Context: an optimization exercise on an open-source flow, tuned for small area, a short achievable clock period and few clock cycles per item. The choices shown serve that exercise and are no tape-out recipe.
Only simulation tests tie the RTL to the original design; equivalence was not proved.
Power figures rest on the tool's default switching activity, not on a simulated workload.

Setup of run A:
Design zi_sha256, start of the top module:
module zi_sha256 (
    input  wire         clk,
    input  wire         rst,           
    input  wire         in_valid,
    output wire         in_ready,
    input  wire [31:0]  in_data,
    input  wire         in_last,
    input  wire [2:0]   in_nbytes,     
    output reg          out_valid,
    output wire [255:0] out_digest
);
export LEC_CHECK = 0
export CAP_MARGIN = 20
export CORE_MARGIN = 2
export CORE_UTILIZATION = 55
export SLEW_MARGIN = 20
create_clock -name core_clock -period 10.0 [get_ports {clk}]
standard.sh (not shown) runs the stock make flow with config.mk's settings and CLKGATE_MAP_FILE= SYNTH_SCRIPT=/design/flow/synth_recipe.tcl, a recipe that flattens the netlist after the stock synthesis.
==> flow/flow/run.sh <==
#!/bin/bash
# The standard layout (standard.sh: unchanged synthesis and ORFS steps)
# with these options: timing repair aims at a larger setup margin; every port
# still gets its own buffer, but a plain buf_2 instead of the delay-buffer cell
# buffer_ports picks by itself; clock tree synthesis without dummy balancing
# loads and with larger sink clusters (fewer leaf buffers). The make output goes to flow_make.log; each ORFS step writes its own
# log under orfs/logs/.
set -euo pipefail
bash standard.sh \
  SETUP_SLACK_MARGIN=5.95 \
  "BUFFER_PORTS_ARGS=-buffer_cell sky130_fd_sc_hd__buf_2" \
  "CTS_ARGS=-sink_clustering_enable -repair_clock_nets -dont_use_dummy_load -sink_clustering_size 24 -sink_clustering_max_diameter 80" \
  finish > flow_make.log 2>&1
Run A closes out successfully: all stages finished, all timing, DRC and antenna checks passed.
Testbench counts of run A, summed over its fixed seeds: cycles 70,032, bytes 62,061.
[inputs] run B vs run A
--- a/flow/flow/run.sh
+++ b/flow/flow/run.sh
@@ -3,3 +3,3 @@
 # with these options: timing repair aims at a larger setup margin; every port
-# still gets its own buffer, but a plain buf_2 instead of the delay-buffer cell
+# still gets its own buffer, but a plain buf_1 instead of the delay-buffer cell
 # buffer_ports picks by itself; clock tree synthesis without dummy balancing
@@ -9,4 +9,4 @@
 bash standard.sh \
-  SETUP_SLACK_MARGIN=5.95 \
-  "BUFFER_PORTS_ARGS=-buffer_cell sky130_fd_sc_hd__buf_2" \
+  SETUP_SLACK_MARGIN=5.9 \
+  "BUFFER_PORTS_ARGS=-buffer_cell sky130_fd_sc_hd__buf_1" \
   "CTS_ARGS=-sink_clustering_enable -repair_clock_nets -dont_use_dummy_load -sink_clustering_size 24 -sink_clustering_max_diameter 80" \
There was hardly any difference in count of clock tree sinks between run A and run B.
Met1 global-route usage: lower on run A
NOTE post-route met1 wirelength run A->run B increased slightly
Critical path depth, run A and run B: larger value in run A
Lower fraction of layout instances using a drive strength above 1 goes to run B over run A.
In terms of post-layout net count, run B and run A differ only marginally.
From run B to run A, total of endpoints with negative setup slack in the final report did not move at all.
Changes observed in run B relative to run A: number of non-clock buffers went down 8, total non-filler cell area in the finished layout went down about 0.9%, wire length per cell after detailed routing held, internal power component went down about 0.7%.
[inputs] run C vs run B
--- a/flow/flow/run.sh
+++ b/flow/flow/run.sh
@@ -3,3 +3,3 @@
 # with these options: timing repair aims at a larger setup margin; every port
-# still gets its own buffer, but a plain buf_1 instead of the delay-buffer cell
+# still gets its own buffer, but a plain buf_2 instead of the delay-buffer cell
 # buffer_ports picks by itself; clock tree synthesis without dummy balancing
@@ -10,3 +10,3 @@
   SETUP_SLACK_MARGIN=5.9 \
-  "BUFFER_PORTS_ARGS=-buffer_cell sky130_fd_sc_hd__buf_1" \
+  "BUFFER_PORTS_ARGS=-buffer_cell sky130_fd_sc_hd__buf_2" \
   "CTS_ARGS=-sink_clustering_enable -repair_clock_nets -dont_use_dummy_load -sink_clustering_size 24 -sink_clustering_max_diameter 80" \
--- a/flow/config.mk
+++ b/flow/config.mk
@@ -9,3 +9,3 @@
 export CORE_MARGIN = 2
-export CORE_UTILIZATION = 55
+export CORE_UTILIZATION = 65
 export SLEW_MARGIN = 20
==> summary.txt <==
Last element of the critical path: wn[29] -> run C, t1[29] -> run B
[compare] base=run B new=run C: setup slack decreased 0.14 ns, average wire per standard cell grew by 5.9%, total wire length went up.
On largest net degree at the start of global routing: between run C and run B, it ends up higher for run C.
Against run B, final-layout fill cell count in run C fell by more than a quarter.
Per the comparison of run C with run B, slew at the pin closest to its max-slew limit rose 0.034 ns; largest incremental delay on the critical path increased 0.08 ns.
Input-level comparison between run D and run C:
==> flow/flow/run.sh <==
#!/bin/bash
# The standard layout (standard.sh: unchanged synthesis and ORFS steps)
# with these options: timing repair aims at a larger setup margin; every port
# still gets its own buffer, but a plain buf_2 instead of the delay-buffer cell
# buffer_ports picks by itself; clock tree synthesis without dummy balancing
# loads. The make output goes to flow_make.log; each ORFS step writes its own
# log under orfs/logs/.
set -euo pipefail
bash standard.sh \
  SETUP_SLACK_MARGIN=5.8 \
  "BUFFER_PORTS_ARGS=-buffer_cell sky130_fd_sc_hd__buf_2" \
  "CTS_ARGS=-sink_clustering_enable -repair_clock_nets -dont_use_dummy_load" \
  finish > flow_make.log 2>&1
--- a/flow/config.mk
+++ b/flow/config.mk
@@ -9,3 +9,3 @@
 export CORE_MARGIN = 2
-export CORE_UTILIZATION = 65
+export CORE_UTILIZATION = 40
 export SLEW_MARGIN = 20
==> summary.txt <==
Run D completed every stage of the flow, and the final layout passed the timing, design-rule and antenna checks.
Delta (run D minus run C): power grew by about 0.56%, synthesis-to-layout area growth grew by 3.7 points, logic depth of the worst setup path including buffers grew by 3.
rb0[30] as the end of the critical path was reported by run D, and wn[29] by run C.
When run D is measured against run C, its time the worst path needs with I/O delays and setup turns out 0.11 ns lower.
#### Input delta (run E over run D)
--- a/flow/flow/run.sh
+++ b/flow/flow/run.sh
@@ -5,3 +5,3 @@
 # buffer_ports picks by itself; clock tree synthesis without dummy balancing
-# loads. The make output goes to flow_make.log; each ORFS step writes its own
+# loads and with larger sink clusters (fewer leaf buffers). The make output goes to flow_make.log; each ORFS step writes its own
 # log under orfs/logs/.
@@ -9,5 +9,5 @@
 bash standard.sh \
-  SETUP_SLACK_MARGIN=5.8 \
+  SETUP_SLACK_MARGIN=5.95 \
   "BUFFER_PORTS_ARGS=-buffer_cell sky130_fd_sc_hd__buf_2" \
-  "CTS_ARGS=-sink_clustering_enable -repair_clock_nets -dont_use_dummy_load" \
+  "CTS_ARGS=-sink_clustering_enable -repair_clock_nets -dont_use_dummy_load -sink_clustering_size 24 -sink_clustering_max_diameter 80" \
   finish > flow_make.log 2>&1
--- a/flow/config.mk
+++ b/flow/config.mk
@@ -9,3 +9,4 @@
 export CORE_MARGIN = 2
-export CORE_UTILIZATION = 40
+export CORE_UTILIZATION = 55
+export PLACE_DENSITY = 0.68
 export SLEW_MARGIN = 20
Findings:
Re internal cell power: run E and run D aren't equal, and the higher value belongs to run D.
Total design power: run E < run D
When run E is measured against run D, its initial antenna violation count turns out 8 lower.
Die area | run E < run D
For run D, the capturing instance or port of the critical path was rb0[30], unlike run E, where it was rb0[25].
When the final numbers for run E and run D were put side by side, the global-route wire length before repair turned out to be smaller in run E.
Comparing run E and run D, the higher transition time at the pin with the least slew margin was measured on run D.
Final-stage net count was lower in run E than in run D.
For the portion of total power attributed to combinational logic, run E came in 3.5 points higher than run D did.
[inputs] run F vs run E
==> flow/flow/run.sh <==
#!/bin/bash
# The standard layout (standard.sh: unchanged synthesis and ORFS steps)
# with these options: timing repair aims at a larger setup margin; every port
# still gets its own buffer, but a plain buf_2 instead of the delay-buffer cell
# buffer_ports picks by itself; clock tree synthesis without dummy balancing
# loads. The make output goes to flow_make.log; each ORFS step writes its own
# log under orfs/logs/.
set -euo pipefail
bash standard.sh \
  SETUP_SLACK_MARGIN=5.8 \
  "BUFFER_PORTS_ARGS=-buffer_cell sky130_fd_sc_hd__buf_2" \
  "CTS_ARGS=-sink_clustering_enable -repair_clock_nets -dont_use_dummy_load -sink_clustering_size 30 -sink_clustering_max_diameter 100" \
  finish > flow_make.log 2>&1
--- a/flow/config.mk
+++ b/flow/config.mk
@@ -9,4 +9,3 @@
 export CORE_MARGIN = 2
-export CORE_UTILIZATION = 55
-export PLACE_DENSITY = 0.68
+export CORE_UTILIZATION = 40
 export SLEW_MARGIN = 20
==> comparison <==
Sequential share of layout area: run E vs run F, no meaningful difference
Register area: run F vs run E, no meaningful difference
Against run E, run F comes in 2.0% lower on wire length per cell after detailed routing.
Summary of run F over run E: routed length on met2 now larger, arrival time of the worst setup path shows an increase of 0.09 ns.

what the ideal ports hide:
Ports are ideal in the flow. The routed layouts listed here were re-timed in OpenROAD.
Step 1 sets driving cells, clkbuf_16 on the clock port and buf_2 on the other inputs (assumed; they add their load-dependent delay and slew).
Step 2, shift: input delay + t, output delay - t, t = (earliest + latest rising clock arrival at the registers) / 2. This alone moves slack from input paths to output paths.
a / b / c = ideal ports / drivers / drivers and shift; a / b = the first two.
| run | t (ns) | setup WS [ns] | worst setup path after step 2 | slew at the worst register clock pin (ns) | pins driven straight from the clock port |
|---|---|---|---|---|---|
| run A | 0.716 | 5.985 / 5.985 / 5.372 | input to register | 0.10 / 0.10 | 1 |
| run B | 0.743 | 5.890 / 5.890 / 5.406 | input to register | 0.10 / 0.10 | 1 |
| run C | 0.735 | 5.750 / 5.750 / 5.429 | input to register | 0.10 / 0.10 | 1 |
| run D | 0.836 | 5.861 / 5.861 / 5.534 | input to register | 0.07 / 0.07 | 1 |
| run E | 0.732 | 5.966 / 5.966 / 5.501 | input to register | 0.10 / 0.10 | 1 |
| run F | 0.759 | 5.867 / 5.867 / 5.549 | input to register | 0.12 / 0.12 | 1 |
After both steps setup and hold are still met in every run listed. The setup slack of run A, which loses most, moves by 0.000 ns with the drivers and by -0.613 ns with both steps.
